This design comes from an exercise in tuning for small area on the open sky130 flow, not from production work. The RTL was checked by simulation tests, not by an equivalence proof against the original design. The clock port is modelled as an ideal driver, which makes a skipped or thinned clock tree look cheaper than it is; a real chip needs a root buffer or a tree. Power is estimated from default activity; no workload was simulated.

File: design/flow/config.mk
export PLATFORM = sky130hd
export DESIGN_NAME = tap_controller
export DESIGN_NICKNAME = tap_controller
export VERILOG_FILES = /design/flow/design.v
export SDC_FILE = /design/flow/constraint.sdc
export NUM_CORES = 4
export LEC_CHECK = 0
export CAP_MARGIN = 20
export CORE_AREA = 2 2 62 62
export DIE_AREA = 0 0 64 64
export SLEW_MARGIN = 20
File: design/flow/constraint.sdc
create_clock -name core_clock -period 10.0 [get_ports {clk}]
set_input_delay 2.0000 -clock core_clock [delete_from_list [all_inputs] [get_ports {clk}]]
set_output_delay 2.0000 -clock core_clock [all_outputs]
set_load 0.01 [all_outputs]
File: design/flow/design.v
module tap_controller (
    input  wire clk,
    input  wire rst,
    input  wire tick,
    input  wire raw_in,
    output wire out1,
    output wire out2,
    output wire out3
);
    localparam [8:0] T_POL  = 9'b101010101;
    localparam [2:0] D_POL  = 3'b000;
    localparam [2:0] C_POL  = 3'b000;
    localparam [8:0] T_LOAD = 9'b111010011;
    reg       db;
    reg [2:0] dbc_r;
    reg [2:0] cnt_r;
    reg [8:0] tmr_r;
    reg [2:0] out_r;
    wire [2:0] dbc = dbc_r ^ D_POL;
    wire [2:0] cnt = cnt_r ^ C_POL;
    wire [8:0] tmr = tmr_r ^ T_POL;
    wire busy   = |out_r;
    wire sample = tick & ~busy;
    wire diff   = raw_in ^ db;
    wire full   = diff & (&dbc);    
    wire rise   = full & raw_in;
    wire t_end  = &{~tmr[8], ~tmr[7], ~tmr[6], tmr[5], tmr[4], ~tmr[3], tmr[2], ~tmr[0]};
    wire t_end3 = &{tmr[8], tmr[7], ~tmr[6], tmr[5], ~tmr[3], ~tmr[0]};
    wire [8:0] tmr_adv = {tmr[7], ~tmr[8], tmr[5:0], tmr[6] ^ (tmr[1] | ~tmr[0])};
    wire cnt_nz = cnt[1] | cnt[0];
    wire cnt_2  = cnt[1] & ~cnt[0];
    wire cnt_3  = cnt[2] & ~cnt[1];
    wire cnt_4  = ~cnt[2] & cnt[1] & cnt[0];
    wire expire = cnt_nz & ~rise & t_end;
    wire done   = out_r[2] ? t_end3 : t_end;
    always @(posedge clk) begin
        if (rst | (sample & rise))
            tmr_r <= T_LOAD ^ T_POL;
        else if (tick)
            tmr_r <= tmr_adv ^ T_POL;
    end
    always @(posedge clk) begin
        if (rst) begin
            db    <= 1'b0;
            dbc_r <= D_POL;
            cnt_r <= C_POL;
            out_r <= 3'b000;
        end else if (sample) begin
            db    <= db ^ full;
            dbc_r <= (diff ? dbc + 3'd1 : 3'd0) ^ D_POL;
            if (rise)
                cnt_r <= {cnt[1:0], cnt[2] | cnt[1] | ~cnt[0]} ^ C_POL;
            else if (expire)
                cnt_r <= C_POL;
            if (expire)
                out_r <= {cnt_4, cnt_3, cnt_2};
        end else if (tick & done) begin
            out_r <= 3'b000;
        end
    end
    assign out1 = out_r[0];
    assign out2 = out_r[1];
    assign out3 = out_r[2];
endmodule
File: design/flow/flow/run.sh
#!/bin/bash
# Own layout flow.
#  1. the standard synthesis (standard.sh synth), unchanged.
#  2. The combinational logic of that netlist is mapped again for area by
#     ABC, once with each script in abc_scripts.txt; the smallest result is
#     kept if Yosys proves it equivalent to the standard netlist (else the
#     standard netlist is kept). The registers are left as they are: same
#     cells, same instance names.
#  3. the standard layout of that netlist (standard.sh), with the input
#     and output ports buffered by the smallest buffer, and after CTS the
#     root clock buffer removed (post_cts.tcl).
# Each tool writes its full output to a log file of its own here.
set -euo pipefail
W=$(pwd)
F=$W/flow
R=$W/orfs/results/$FLOW_PLATFORM/tap_controller/base
LIB=$FLOW_HOME/platforms/$FLOW_PLATFORM/lib/sky130_fd_sc_hd__tt_025C_1v80.lib

bash standard.sh synth > $W/flow_1_synth.log 2>&1
cp $R/1_2_yosys.v $W/netlist_standard.v

# The library's cells as Verilog modules: all of them (for the proof) and
# the combinational ones (for techmap).
yosys -q -l $W/flow_2_cells.log -p "read_liberty -ignore_miss_func $LIB; write_verilog -noattr $W/cells_all.v" > /dev/null 2>&1
python3 $F/split_cells.py $W/cells_all.v $W/cells_comb.v \
    $FLOW_HOME/platforms/$FLOW_PLATFORM/config.mk $W/dont_use.txt > $W/flow_3_split.log 2>&1

mkdir -p $W/remap
i=0
while IFS= read -r S; do
  i=$((i + 1))
  echo "$S" > $W/remap/abc_$i.script
  sed -e "s|@LIB@|$LIB|g" -e "s|@IN@|$W/netlist_standard.v|" \
      -e "s|@COMB@|$W/cells_comb.v|" -e "s|@SCRIPT@|$W/remap/abc_$i.script|" \
      -e "s|@DONT_USE@|$(cat $W/dont_use.txt)|" -e "s|@OUT@|$W/remap/netlist_$i.v|" \
      $F/remap.ys > $W/remap/remap_$i.ys
done < $F/abc_scripts.txt
seq 1 $i | xargs -P ${NUM_CORES:-4} -I{} sh -c \
  "timeout 300 yosys -l $W/remap/flow_4_remap_{}.log -s $W/remap/remap_{}.ys > /dev/null 2>&1 || true"

python3 $F/pick.py $W/remap $i > $W/flow_5_pick.log 2>&1
BEST=$(tail -1 $W/flow_5_pick.log)
CHOSEN=$W/netlist_standard.v
if [[ -n "$BEST" ]]; then
  sed -e "s|@CELLS@|$W/cells_all.v|" -e "s|@GOLD@|$W/netlist_standard.v|" \
      -e "s|@GATE@|$W/remap/netlist_$BEST.v|" $F/equiv.ys > $W/equiv.ys
  if yosys -l $W/flow_6_equiv.log -s $W/equiv.ys > /dev/null 2>&1; then
    CHOSEN=$W/remap/netlist_$BEST.v
  fi
fi
echo "chosen: $CHOSEN" >> $W/flow_5_pick.log

# Hand the chosen netlist to the rest of the standard flow.
cp $CHOSEN $W/netlist_chosen.v
cp $CHOSEN $R/1_2_yosys.v
rm -f $R/1_synth.odb $R/1_synth.sdc
BUFFER_PORTS_ARGS="-buffer_cell sky130_fd_sc_hd__buf_1" POST_CTS_TCL=$F/post_cts.tcl \
    bash standard.sh > $W/flow_7_layout.log 2>&1
File: design/flow/flow/abc_scripts.txt
strash; dc2; dch -f; amap; topo
strash; dch; map -a; topo
strash; dc2; dch -f; map -a; topo
strash; &get -n; &dch; &nf -a; &put; topo
strash; dc2; &get -n; &dch -f; &nf -a; &put; topo
strash; balance; rewrite; refactor; balance; rewrite; rewrite -z; balance; refactor -z; rewrite -z; balance; dch -f; amap; topo
strash; dc2; dch -f; amap; topo; strash; dch -f; amap; topo
strash; &get -n; &syn2; &dch -f; &nf -a; &put; topo
strash; &get -n; &deepsyn -J 100 -T 30 -S 1; &put; dch -f; amap; topo
strash; &get -n; &deepsyn -J 100 -T 30 -S 2; &put; dch -f; amap; topo
strash; &get -n; &deepsyn -J 100 -T 30 -S 3; &put; dch -f; amap; topo
strash; &get -n; &deepsyn -J 100 -T 30 -S 4; &put; dch -f; amap; topo
strash; &get -n; &deepsyn -J 100 -T 30 -S 5; &put; dch -f; amap; topo
strash; &get -n; &deepsyn -J 100 -T 30 -S 6; &put; dch -f; amap; topo
strash; &get -n; &deepsyn -J 300 -T 30 -S 1; &put; dch -f; map -a; topo
strash; &get -n; &deepsyn -J 300 -T 30 -S 2; &put; dch -f; map -a; topo
File: design/flow/flow/equiv.ys
# Proves the re-mapped netlist equivalent to the standard one. Both use the
# same register instances, so the proof is combinational.
read_verilog @CELLS@
read_verilog @GOLD@
rename tap_controller gold
read_verilog @GATE@
rename tap_controller gate
proc
flatten
rename -hide w:_*
opt_clean
equiv_make gold gate equiv
hierarchy -top equiv
equiv_simple
equiv_induct
equiv_status -assert
File: design/flow/flow/pick.py
# Prints the areas of the re-mapped netlists in argv[1] (1..argv[2]) and,
# last, the number of the smallest.
import os, re, sys
d, n = sys.argv[1], int(sys.argv[2])
best = None
for i in range(1, n + 1):
    p = os.path.join(d, 'netlist_%d.v.stat' % i)
    if not os.path.exists(p) or not os.path.exists(os.path.join(d, 'netlist_%d.v' % i)):
        print(i, 'no result'); continue
    m = re.findall(r'Chip area for module .*?:\s*([\d.]+)', open(p).read())
    if not m:
        print(i, 'no area'); continue
    a = float(m[-1]); print(i, a)
    if best is None or a < best[0]:
        best = (a, i)
print(best[1] if best else '')
File: design/flow/flow/post_cts.tcl
set block [ord::get_db_block]
set clk_net [[$block findBTerm clk] getNet]

proc is_clock_cell {inst} {
  set m [[$inst getMaster] getName]
  return [expr {[string match "sky130_fd_sc_hd__clkbuf_*" $m] || [string match "sky130_fd_sc_hd__clkinv_*" $m]}]
}
proc out_net {inst} {
  foreach it [$inst getITerms] {
    if {[$it isOutputSignal]} { return [$it getNet] }
  }
  return "NULL"
}
proc is_dummy {inst} {
  set n [out_net $inst]
  return [expr {[is_clock_cell $inst] && ($n eq "NULL" || [llength [$n getITerms]] <= 1)}]
}

set loads [$clk_net getITerms]
if {[llength $loads] != 1} {
  puts "post_cts: clock port drives [llength $loads] pins; left as it is"
  return
}
set root [[lindex $loads 0] getInst]
set root_net [out_net $root]
set leaves {}
set dummies {}
set ok [is_clock_cell $root]
foreach it [$root_net getITerms] {
  set inst [$it getInst]
  if {$inst == $root} { continue }
  if {[is_dummy $inst]} {
    lappend dummies $inst
  } elseif {[is_clock_cell $inst] && [$it isInputSignal]} {
    lappend leaves $it
  } else {
    set ok 0
  }
}
if {!$ok || [llength $leaves] < 1 || [llength $leaves] > 4} {
  puts "post_cts: tree not as expected; left as it is"
  return
}
foreach inst $dummies { odb::dbInst_destroy $inst }
foreach it $leaves {
  $it disconnect
  $it connect $clk_net
}
# dummy loads on the leaf nets
foreach it $leaves {
  set n [out_net [$it getInst]]
  foreach sit [$n getITerms] {
    set sinst [$sit getInst]
    if {$sinst != [$it getInst] && [is_dummy $sinst]} { odb::dbInst_destroy $sinst }
  }
}
[$root findITerm A] disconnect
odb::dbInst_destroy $root
odb::dbNet_destroy $root_net
puts "post_cts: removed root buffer [llength $dummies] dummy loads; clock port drives [llength $leaves] leaf buffers"
File: design/flow/flow/remap.ys
read_liberty -lib @LIB@
read_verilog @IN@
hierarchy -top tap_controller
techmap -map @COMB@
techmap
opt -purge
abc -liberty @LIB@ @DONT_USE@ -script @SCRIPT@
opt_clean -purge
setundef -zero
hilomap -singleton -hicell sky130_fd_sc_hd__conb_1 HI -locell sky130_fd_sc_hd__conb_1 LO
splitnets
opt_clean -purge
check -assert -mapped
tee -o @OUT@.stat stat -liberty @LIB@
write_verilog -noattr -noexpr -nohex -nodec @OUT@
File: design/flow/flow/split_cells.py
# Keeps the combinational cell modules of a Verilog dump of the liberty
# (argv[1] -> argv[2]) and writes the platform's DONT_USE_CELLS (from
# config.mk, argv[3]) as yosys abc -dont_use options to argv[4].
import re, sys
text = open(sys.argv[1]).read()
mods = re.findall(r'(module\s+(\w+)\(.*?endmodule\n)', text, re.S)
comb = [m for m, n in mods if 'always' not in m and ' reg ' not in m and 'assign' in m]
open(sys.argv[2], 'w').write(''.join(comb))
cfg = open(sys.argv[3]).read()
m = re.search(r'DONT_USE_CELLS\s*\+?=\s*((?:[^\n]*\\\n)*[^\n]*)', cfg)
names = m.group(1).replace('\\\n', ' ').split()
open(sys.argv[4], 'w').write(' '.join('-dont_use ' + n for n in names))
print(len(comb), 'combinational cells;', len(names), 'dont_use cells')
File: design/flow/standard.sh
#!/bin/bash
# synth_recipe.tcl (not shown) runs the flow's synth.tcl, then flattens the netlist and writes it again
# the make line also repeats each setting of config.mk as NAME=value (left out here)
make -C /OpenROAD-flow-scripts/flow DESIGN_CONFIG=/design/flow/config.mk WORK_HOME=/design/flow/orfs CLKGATE_MAP_FILE= SYNTH_SCRIPT=/design/flow/synth_recipe.tcl "${@:-finish}"
==> out/metrics.cfg, run 1 <==
[global_routing]
overflow=0
grt_max_degree=11
grt_pass1_wl_um=2280
track_usage_pct=6.82
antenna_found_initial=0
grt_pass1_vias=584

[synthesis]
synthCells=84
yosysWarnings=1
syn_nets=88
syn_area_per_cell_um2=8.51
syn_area_um2=714

[setup_path]
path_max_fanout=4
cp-end-kind=flip-flop
startpoint_type=input pin
crit_type=input pin to flip-flop
critical_path.startpoint=tick
r2r_slack_ns=7.82
cp.arrival_ns=4.00
rr_worst_depth=7
r2r-start=out_r[2]
crit_required_ns=10.08
rr_endpoint=out_r[1]
crit_path_end=out_r[1]

[power_and_ir_drop]
p_total_w=0.000118
powerDensity_mw_per_mm2=146
leakage_nw=0.267
peakVddDrop_v=0.0000643

[timing]
skew_ns=0.00814
hold_slack_ns=0.481
worst_pin_slew_ns=0.474
setup_slack_ns=6.08
hold_viol=0
fin_crit_ns=3.92
finalSetupViolCount=0
clock.fmax_mhz=255
rsz0062_at_grt=no
slew_headroom_pct=68.1
setup-tns-final_ns=0
finalCritPeriodShare_pct=39.2
drv_slew=0

[floorplan]
rows=21
ioPinCount=7
dieHeight_um=64
die_area_mm2=0.00410
fp.coreArea_mm2=0.00339
start_util_pct=21.1
die_x_um=64

[detailed_routing]
first_iter_violations=4
ant_nets=0
drt_wl_total_um=1310
drt_first_pass_iters=4
drc=0
wl_per_cell_um=9.51
viasPerCell=4.26
route.vias.total=588

[cells_and_area]
drive_above_1_share_pct=2.17
fin_cells=138
fin_nets=98
areaGrowthSynthToFinish_pct=13.3
antennaDiodeCount=0

[run_status]
status=timing/DRC/antenna clean

[placement]
io_buffers=6
placed_cells=136
dp_hpwl_um=1070
place.gp.congestion=0.741
dp_slack_ns=5.89

[cts]
insertion_delay_ns=0.16
clk_transition_reported_paths_ns=0.11
clock_sinks=19

[run]
maxCapViolCount=0

[hold_path]
hp-class=flip-flop to flip-flop

report_power, final:
| group | switching (W) | internal (W) |
|---|---|---|
| Combinational | 0.00000523 | 0.00000327 |
| Clock | 0.0000193 | 0.00000960 |
| Sequential | 0.00000216 | 0.0000790 |
| Total | 0.0000266 | 0.0000918 |
worst min path at each step:
stage | from | end | slack [ns] | depth (start not counted)
floorplan | tmr_r[3] | tmr_r[4] | 0.43 | 1
global placement | tmr_r[3] | tmr_r[4] | 0.44 | 1
detailed placement | tmr_r[6] | tmr_r[6] | 0.47 | 2
global route | tmr_r[3] | tmr_r[4] | 0.51 | 1
finish | tmr_r[6] | tmr_r[6] | 0.48 | 2
state kept, by name, summed over array words and instances, names as in the netlist, named ones only:
register  flops
cnt_r         3
tmr_r         9
dbc_r         3
out_r         3
stage by stage:
step           area [um^2]  utilization, %
5_1_grt                810            23.9
2_1_floorplan          714               -
3_3_place_gp           795            23.4
3_5_place_dp           795            23.4
6_report               810            23.9
area by class of cell:
| type | instances | area [um^2] |
|---|---|---|
| clock buffer | 2 | 15.0 |
| fill | 370 | 2580 |
| timing repair buffer | 6 | 22.5 |
| inverter | 17 | 63.8 |
| multi-input combinational | 48 | 270 |
| sequential | 19 | 380 |
| tap | 46 | 57.6 |
critical path, stage by stage:
cell,delay (ns)
buf_1,0.14
clkinv_1,0.14
nor4_1,0.44
and3_1,0.28
nand2_1,0.09
o221ai_1,0.20
nor2_1,0.12
or3_1,0.40
o31ai_1,0.19
cells in the final DEF (no fill, tap or decap):
cell / instances
a21oi_1: 1
nand2_1: 5
a2111oi_0: 1
or3_1: 1
nor4_1: 2
clkinv_1: 17
xor2_1: 1
and3_1: 1
o22a_1: 3
o22ai_1: 8
nand4_1: 1
nor2b_1: 1
o32ai_1: 1
nor2_1: 8
o21ai_0: 5
nor3_1: 4
dfxtp_1: 19
nand3_1: 3
o31ai_1: 1
o221ai_1: 1
clkbuf_4: 2
buf_1: 6
layer usage:
layer | vias to the layer above | track usage [%] | part of all wire (%) | wire length (um)
met5 | - | 0 | 0 | 0
li1 | 311 | - | - | -
met2 | 8 | 11.5 | 46 | 609
met4 | 0 | 3.80 | 3.6 | 47
met1 | 263 | 7.91 | 47 | 620
met3 | 6 | 1.58 | 2.6 | 34
==> run 2: changes to the inputs <==
--- a/design/flow/flow/abc_scripts.txt
+++ b/design/flow/flow/abc_scripts.txt
@@ -14,3 +14,45 @@
 strash; &get -n; &deepsyn -J 100 -T 30 -S 6; &put; dch -f; amap; topo
 strash; &get -n; &deepsyn -J 300 -T 30 -S 1; &put; dch -f; map -a; topo
 strash; &get -n; &deepsyn -J 300 -T 30 -S 2; &put; dch -f; map -a; topo
+strash; &get -n; &deepsyn -J 100 -T 30 -S 1; &put; &get -n; &dch -f; &nf -a -R 1000; &put; topo
+strash; &get -n; &deepsyn -J 100 -T 30 -S 2; &put; &get -n; &dch -f; &nf -a -R 1000; &put; topo
+strash; &get -n; &deepsyn -J 100 -T 30 -S 3; &put; &get -n; &dch -f; &nf -a -R 1000; &put; topo
+strash; &get -n; &deepsyn -J 100 -T 30 -S 4; &put; &get -n; &dch -f; &nf -a -R 1000; &put; topo
+strash; &get -n; &deepsyn -J 100 -T 30 -S 5; &put; &get -n; &dch -f; &nf -a -R 1000; &put; topo
+strash; &get -n; &deepsyn -J 100 -T 30 -S 6; &put; &get -n; &dch -f; &nf -a -R 1000; &put; topo
+strash; &get -n; &deepsyn -J 100 -T 30 -S 7; &put; &get -n; &dch -f; &nf -a -R 1000; &put; topo
+strash; &get -n; &deepsyn -J 100 -T 30 -S 8; &put; &get -n; &dch -f; &nf -a -R 1000; &put; topo
+strash; &get -n; &deepsyn -J 100 -T 30 -S 9; &put; &get -n; &dch -f; &nf -a -R 1000; &put; topo
+strash; &get -n; &deepsyn -J 100 -T 30 -S 10; &put; &get -n; &dch -f; &nf -a -R 1000; &put; topo
+strash; &get -n; &deepsyn -J 100 -T 30 -S 11; &put; &get -n; &dch -f; &nf -a -R 1000; &put; topo
+strash; &get -n; &deepsyn -J 100 -T 30 -S 12; &put; &get -n; &dch -f; &nf -a -R 1000; &put; topo
+strash; &get -n; &deepsyn -J 100 -T 30 -S 13; &put; &get -n; &dch -f; &nf -a -R 1000; &put; topo
+strash; &get -n; &deepsyn -J 100 -T 30 -S 14; &put; &get -n; &dch -f; &nf -a -R 1000; &put; topo
+strash; &get -n; &deepsyn -J 100 -T 30 -S 15; &put; &get -n; &dch -f; &nf -a -R 1000; &put; topo
+strash; &get -n; &deepsyn -J 100 -T 30 -S 16; &put; &get -n; &dch -f; &nf -a -R 1000; &put; topo
+strash; &get -n; &deepsyn -J 100 -T 30 -S 17; &put; &get -n; &dch -f; &nf -a -R 1000; &put; topo
+strash; &get -n; &deepsyn -J 100 -T 30 -S 18; &put; &get -n; &dch -f; &nf -a -R 1000; &put; topo
+strash; &get -n; &deepsyn -J 100 -T 30 -S 19; &put; &get -n; &dch -f; &nf -a -R 1000; &put; topo
+strash; &get -n; &deepsyn -J 100 -T 30 -S 20; &put; &get -n; &dch -f; &nf -a -R 1000; &put; topo
+strash; &get -n; &deepsyn -J 100 -T 30 -S 21; &put; &get -n; &dch -f; &nf -a -R 1000; &put; topo
+strash; &get -n; &deepsyn -J 100 -T 30 -S 22; &put; &get -n; &dch -f; &nf -a -R 1000; &put; topo
+strash; &get -n; &deepsyn -J 100 -T 30 -S 23; &put; &get -n; &dch -f; &nf -a -R 1000; &put; topo
+strash; &get -n; &deepsyn -J 100 -T 30 -S 24; &put; &get -n; &dch -f; &nf -a -R 1000; &put; topo
+strash; &get -n; &deepsyn -J 100 -T 30 -S 7; &put; dch -f; amap; topo
+strash; &get -n; &deepsyn -J 100 -T 30 -S 8; &put; dch -f; amap; topo
+strash; &get -n; &deepsyn -J 100 -T 30 -S 9; &put; dch -f; amap; topo
+strash; &get -n; &deepsyn -J 100 -T 30 -S 10; &put; dch -f; amap; topo
+strash; &get -n; &deepsyn -J 100 -T 30 -S 11; &put; dch -f; amap; topo
+strash; &get -n; &deepsyn -J 100 -T 30 -S 12; &put; dch -f; amap; topo
+strash; &get -n; &deepsyn -J 100 -T 30 -S 13; &put; dch -f; amap; topo
+strash; &get -n; &deepsyn -J 100 -T 30 -S 14; &put; dch -f; amap; topo
+strash; &get -n; &deepsyn -J 100 -T 30 -S 15; &put; dch -f; amap; topo
+strash; &get -n; &deepsyn -J 100 -T 30 -S 16; &put; dch -f; amap; topo
+strash; &get -n; &deepsyn -J 100 -T 30 -S 17; &put; dch -f; amap; topo
+strash; &get -n; &deepsyn -J 100 -T 30 -S 18; &put; dch -f; amap; topo
+strash; &get -n; &deepsyn -J 100 -T 30 -S 19; &put; dch -f; amap; topo
+strash; &get -n; &deepsyn -J 100 -T 30 -S 20; &put; dch -f; amap; topo
+strash; &get -n; &deepsyn -J 100 -T 30 -S 21; &put; dch -f; amap; topo
+strash; &get -n; &deepsyn -J 100 -T 30 -S 22; &put; dch -f; amap; topo
+strash; &get -n; &deepsyn -J 100 -T 30 -S 23; &put; dch -f; amap; topo
+strash; &get -n; &deepsyn -J 100 -T 30 -S 24; &put; dch -f; amap; topo
==> run 2 against run 1 <==
Effect of this change: still clean; routed wire length shrank 2.5%; synthesized cell count down 6.0%; utilization unchanged; sequential power up 0.6%; critical path depth is 1 lower; worst setup slack got worse by 0.31 ns; design area is the same; global-route usage decreased by 0.079 points; clock skew rose by 0.00071 ns; cell count down 2.9%; fmax shrank 7.3%; largest power group unchanged.
==> out/metrics.cfg, run 2 <==
[cells_and_area]
max_flop_register=tmr_r  ; unchanged
mostFrequentLayoutCell=dfxtp_1  ; unchanged
largest_register_ffs=9  ; unchanged
fin_util_pct=23.9  ; unchanged
fin_nets=93  ; was 98
areaGrowthSynthToFinish_pct=14.5  ; was 13.3%
fin_cells=134  ; was 138
drive_above_1_share_pct=3.41  ; was 2.17%
final_cell_mix=dfxtp_1, nand2_1, o21ai_0  ; was dfxtp_1, clkinv_1, nor2_1, o22ai_1, buf_1
antennaDiodeCount=0  ; unchanged

[power_and_ir_drop]
p_sw_share_pct=24.2  ; was 22.5%
p_total_w=0.000123  ; was 0.000118 W
seqPwrFrac_pct=66.3  ; was 68.5%
p_int_w=0.0000933  ; was 0.0000918 W
combPwrFrac_pct=6.8  ; was 7.2%
powerDensity_mw_per_mm2=152  ; was 146 mW/mm^2
leakage_nw=0.275  ; was 0.267 nW
switching_power_w=0.0000297  ; was 0.0000266 W
clkPwrFrac_pct=26.9  ; was 24.4%
peakVddDrop_v=0.0000341  ; was 0.0000643 V

[timing]
finalCritPeriodShare_pct=42.3  ; was 39.2%
rsz0062_at_grt=no  ; unchanged
setup-tns-final_ns=0  ; unchanged
hold_viol=0  ; unchanged
slew_headroom_pct=42.0  ; was 68.1%
worst_pin_slew_ns=0.858  ; was 0.474 ns
clock.fmax_mhz=236  ; was 255 MHz
finalSetupViolCount=0  ; unchanged
fin_crit_ns=4.23  ; was 3.92 ns
setup_slack_ns=5.77  ; was 6.08 ns
skew_ns=0.00885  ; was 0.00814 ns
drv_slew=0  ; unchanged

[setup_path]
crit_required_ns=10.12  ; was 10.08 ns
path_max_fanout=10  ; was 4
rr_worst_depth=7  ; unchanged
r2r-start=out_r[2]  ; unchanged
rr_endpoint=tmr_r[7]  ; was out_r[1]
r2r_slack_ns=7.50  ; was 7.82 ns
cp-end-kind=flip-flop  ; unchanged
cp.arrival_ns=4.35  ; was 4.00 ns
startpoint_type=input pin  ; unchanged
crit_type=input pin to flip-flop  ; unchanged

[placement]
io_buffers=6  ; unchanged
dp_slack_ns=5.59  ; was 5.89 ns
dp_hpwl_um=975  ; was 1070 um
place.gp.congestion=0.771  ; was 0.741
placed_cells=131  ; was 136

[cts]
cts_tree=yes
clk_transition_reported_paths_ns=0.11  ; about the same
clock_sinks=19  ; unchanged
insertion_delay_ns=0.17  ; was 0.16 ns

[detailed_routing]
ant_nets=0  ; unchanged
drt_wl_total_um=1280  ; was 1310 um
route.vias.total=580  ; was 588
first_iter_violations=26  ; was 4
drc=0  ; unchanged
wl_per_cell_um=9.54  ; was 9.51 um
viasPerCell=4.33  ; was 4.26
drt_first_pass_iters=4  ; unchanged

[hold_path]
hp-class=flip-flop to flip-flop  ; unchanged
min_path_cells=2  ; unchanged
hold_start=tmr_r[6]  ; unchanged
worst_hold_path.endpoint=tmr_r[6]  ; unchanged

[floorplan]
fp.coreArea_mm2=0.00339  ; unchanged
rows=21  ; unchanged
start_util_pct=20.9  ; was 21.1%
die_x_um=64  ; unchanged
ioPinCount=7  ; unchanged
dieHeight_um=64  ; unchanged
die_area_mm2=0.00410  ; unchanged

[global_routing]
grt_max_degree=13  ; was 11
overflow=0  ; unchanged
grt_pass1_wl_um=2230  ; was 2280 um
track_usage_pct=6.74  ; was 6.82%
antenna_found_initial=0  ; unchanged
grt_pass1_vias=549  ; was 584

[synthesis]
syn_nets=83  ; was 88
yosysWarnings=1  ; unchanged
syn_area_per_cell_um2=8.95  ; was 8.51 um^2
syn_area_um2=707  ; was 714 um^2
synthCells=79  ; was 84

[run_status]
status=timing/DRC/antenna clean  ; unchanged

[run]
maxCapViolCount=0  ; unchanged

==> run 2: area by class of cell <==
type | count | area [um^2]
clock buffers | 2 | 15.0
flip-flops and latches | 19 | 380
fillers | 364 | 2580
clock inverters | 1 | 7.51
repair buffers | 6 | 22.5
multi-input cells | 59 | 323
inverters | 1 | 3.75
well taps | 46 | 57.6
==> run 2: critical path: stages <==
cell and delay [ns]:
buf_1 0.29, nor4b_1 0.75, and3_1 0.32, nand3_1 0.11, nor2_1 0.34, nor2_1 0.15
nand2_1 0.20, o32a_1 0.18
==> run 2: layer usage <==
metal	track usage (%)	part of all wire, %	vias up
li1	-	-	301
met1	8.11	50	273
met3	2.82	3.9	0
met5	0	0	-
met2	11.2	46	6
met4	1.36	0	0
==> run 2: worst max-delay path by stage <==
stage | cells past startpoint | slack (ns) | startpoint | to
after global routing | 8 | 5.41 | tick | tmr_r[7]
after floorplan | 6 | 6.35 | tick | cnt_r[0]
after detailed placement | 8 | 5.59 | tick | tmr_r[6]
final | 8 | 5.77 | tick | tmr_r[7]
after global placement | 8 | 5.72 | tick | tmr_r[7]
==> run 2: power by group through the flow <==
| stage | combinational, W | sequential [W] | clock, W |
|---|---|---|---|
| 5_1_grt | 0.00000957 | 0.0000821 | 0.0000369 |
| 2_1_floorplan | 0.00000575 | 0.0000827 | 0 |
| 6_report | 0.00000832 | 0.0000816 | 0.0000331 |
| 3_3_place_gp | 0.00000797 | 0.0000832 | 0 |
| 3_5_place_dp | 0.00000837 | 0.0000833 | 0 |
==> run 2: per-stage QoR <==
step,cell area [um^2],hold WS [ns]
global route,810,0.520
finish,810,0.486
floorplan,707,0.425
detailed placement,787,0.469
global placement,787,0.446
==> run 3: changes to the inputs <==
--- a/design/flow/flow/post_cts.tcl
+++ b/design/flow/flow/post_cts.tcl
@@ -3,7 +3,7 @@
 
 proc is_clock_cell {inst} {
   set m [[$inst getMaster] getName]
-  return [expr {[string match "sky130_fd_sc_hd__clkbuf_*" $m] || [string match "sky130_fd_sc_hd__clkinv_*" $m]}]
+  return [expr {[string match "sky130_fd_sc_hd__clkbuf_*" $m] || [string match "sky130_fd_sc_hd__clkinv*" $m]}]
 }
 proc out_net {inst} {
   foreach it [$inst getITerms] {
@@ -47,14 +47,18 @@
   $it connect $clk_net
 }
 # dummy loads on the leaf nets
+set leaf_dummies 0
 foreach it $leaves {
   set n [out_net [$it getInst]]
   foreach sit [$n getITerms] {
     set sinst [$sit getInst]
-    if {$sinst != [$it getInst] && [is_dummy $sinst]} { odb::dbInst_destroy $sinst }
+    if {$sinst != [$it getInst] && [is_dummy $sinst]} {
+      odb::dbInst_destroy $sinst
+      incr leaf_dummies
+    }
   }
 }
 [$root findITerm A] disconnect
 odb::dbInst_destroy $root
 odb::dbNet_destroy $root_net
-puts "post_cts: removed root buffer [llength $dummies] dummy loads; clock port drives [llength $leaves] leaf buffers"
+puts "post_cts: removed root buffer and [expr {[llength $dummies] + $leaf_dummies}] dummy loads; clock port drives [llength $leaves] leaf buffers"
==> run 3 against run 2 <==
Effect of this change: area after synthesis unchanged; clock power fell by 14%; die area stayed put; routed wire length is essentially flat; synthesized cell count stayed put; sequential power barely moved; power fell by 3.7%; fmax fell by 0.58%; via count shrank 0.17%; first-iteration DRC count is 3.8% higher; design area is 0.93% lower; cell count fell by 0.75%; critical path type unchanged.
==> out/metrics.cfg, run 3 <==
[cts]
insertion_delay_ns=0.17  ; about the same
clk_transition_reported_paths_ns=0.08  ; was 0.11 ns
clock_sinks=19  ; unchanged

[power_and_ir_drop]
leakage_nw=0.275  ; about the same
peakVddDrop_v=0.0000341  ; about the same
p_total_w=0.000118  ; was 0.000123 W
powerDensity_mw_per_mm2=148  ; was 152 mW/mm^2

[global_routing]
grt_pass1_wl_um=2240  ; was 2230 um
grt_pass1_vias=549  ; unchanged
antenna_found_initial=0  ; unchanged
track_usage_pct=6.81  ; was 6.74%
overflow=0  ; unchanged
grt_max_degree=13  ; unchanged

[cells_and_area]
drive_above_1_share_pct=2.30  ; was 3.41%
final_cell_mix=dfxtp_1, nand2_1, o21ai_0  ; unchanged
multi_input_comb_area_um2=323  ; unchanged
fin_nets=93  ; unchanged
mostFrequentLayoutCell=dfxtp_1  ; unchanged
seq_area_um2=380  ; unchanged
areaGrowthSynthToFinish_pct=13.5  ; was 14.5%
max_flop_register=tmr_r  ; unchanged
largest_register_ffs=9  ; unchanged
num-fill-cells=364  ; unchanged
antennaDiodeCount=0  ; unchanged

[floorplan]
dieHeight_um=64  ; unchanged
rows=21  ; unchanged
ioPinCount=7  ; unchanged
die_x_um=64  ; unchanged
fp.coreArea_mm2=0.00339  ; unchanged
die_area_mm2=0.00410  ; unchanged
start_util_pct=20.9  ; unchanged

[timing]
clock.fmax_mhz=235  ; was 236 MHz
finalSetupViolCount=0  ; unchanged
setup-tns-final_ns=0  ; unchanged
fin_crit_ns=4.25  ; was 4.23 ns
skew_ns=0.0302  ; was 0.00885 ns
rsz0062_at_grt=no  ; unchanged
finalCritPeriodShare_pct=42.5  ; was 42.3%
slew_headroom_pct=42.0  ; about the same
worst_pin_slew_ns=0.858  ; about the same
hold_slack_ns=0.480  ; was 0.486 ns
hold_viol=0  ; unchanged
drv_slew=0  ; unchanged

[synthesis]
yosysWarnings=1  ; unchanged
syn_area_um2=707  ; unchanged
synthCells=79  ; unchanged
syn_nets=83  ; unchanged
syn_area_per_cell_um2=8.95  ; unchanged

[setup_path]
r2r-start=out_r[2]  ; unchanged
cp_cell_sequence=buf_1 -> nor4b_1 -> and3_1 -> nand3_1 -> nor2_1 -> nor2_1 -> nand2_1 -> o32a_1  ; unchanged
critical_path.startpoint=tick  ; unchanged
startpoint_type=input pin  ; unchanged
cp-end-kind=flip-flop  ; unchanged
rr_endpoint=tmr_r[7]  ; unchanged
r2r_slack_ns=7.47  ; was 7.50 ns
path_max_fanout=10  ; unchanged
cpPeakStageDelay_ns=0.75  ; about the same
crit_type=input pin to flip-flop  ; unchanged
crit_path_end=tmr_r[7]  ; unchanged
rr_worst_depth=7  ; unchanged
timing.critical_path.mode_cell=nor2_1  ; unchanged
critPathSlowestCell=nor4b_1  ; unchanged
cp.arrival_ns=4.35  ; about the same
crit_required_ns=10.09  ; was 10.12 ns

[detailed_routing]
ant_nets=0  ; unchanged
drc=0  ; unchanged
wl_per_cell_um=9.61  ; was 9.54 um
drt_wl_total_um=1280  ; about the same
route.vias.total=579  ; was 580
viasPerCell=4.35  ; was 4.33
first_iter_violations=27  ; was 26
drt_first_pass_iters=4  ; unchanged

[placement]
io_buffers=6  ; unchanged
place.gp.congestion=0.771  ; unchanged
dp_hpwl_um=975  ; unchanged

[run]
maxCapViolCount=0  ; unchanged

[run_status]
status=timing/DRC/antenna clean  ; unchanged

[hold_path]
hp-class=flip-flop to flip-flop  ; unchanged

## run 3: worst min path at each step
stage	cells after the start	endpoint	start	slack, ns
floorplan	2	tmr_r[6]	tmr_r[6]	0.42
finish	2	tmr_r[6]	tmr_r[6]	0.48
global route	2	tmr_r[6]	tmr_r[6]	0.52
global placement	2	tmr_r[6]	tmr_r[6]	0.45
detailed placement	2	tmr_r[6]	tmr_r[6]	0.47
## run 3: cell type report
cell class / instances / share of cell area [%]
multi-input cells: 59 / 40.2
flip-flops and latches: 19 / 47.4
repair buffers: 6 / 2.81
well taps: 46 / 7.18
inverters: 1 / 0.468
clock buffers: 2 / 1.87
## run 3: power breakdown
part / internal (W) / switching [W]
Combinational: 0.00000338 / 0.00000494
Clock: 0.00000960 / 0.0000189
Sequential: 0.0000791 / 0.00000250
Total: 0.0000921 / 0.0000264
## run 3: per-stage QoR
step           instance area [um^2]  setup slack (ns)  std cells  util [%]
2_1_floorplan                   707              6.35         79         -
3_3_place_gp                    787              5.72        131      23.2
3_5_place_dp                    787              5.59        131      23.2
5_1_grt                         802              5.39        133      23.7
6_report                        802              5.75        133      23.7
## run 3: critical path: cells and delay by family
kind                   cells  cell delay [ns]
AOI/OAI and AO/OA          1             0.18
and+or+nand+nor            6             1.87
buffers and inverters      1             0.29
## run 3: layer usage
| metal | track usage (%) | vias to the layer above | part of all wire (%) |
|---|---|---|---|
| li1 | - | 300 | - |
| met1 | 8.00 | 273 | 49 |
| met2 | 11.6 | 6 | 47 |
| met3 | 2.82 | 0 | 3.9 |
| met4 | 1.36 | 0 | 0 |
| met5 | 0 | - | 0 |

-- separate check: timing with driven ports --
No port has a modelled driver above. Below, the same layouts with a new extraction and two added sets of constraints.
Step 1: set_driving_cell puts a clkbuf_16 on clk and a buf_2 on each other input, an assumption about the parent block.
Step 2 moves the port delays by t, midway between the first and last clock arrival at a register: inputs arrive t later, outputs are due t later. That takes back most of the time a late clock gives input paths.
a / b / c = ideal / step 1 / step 2; a / b = the first two.
run | t, ns | setup WS [ns] | worst setup path at the end | worst slew at a driven data input, ns | cell pins on the clock port's net
run 1 | 0.185 | 6.081 / 6.082 / 5.897 | input to register | 0.03 | 2
run 2 | 0.195 | 5.770 / 5.771 / 5.577 | input to register | 0.03 | 2
run 3 | 0.184 | 5.745 / 5.746 / 5.562 | input to register | 0.03 | 2
After both steps every run listed still meets setup and hold. For run 2, which loses most, drivers alone change the setup slack by +0.001 ns; drivers and shift together by -0.193 ns.
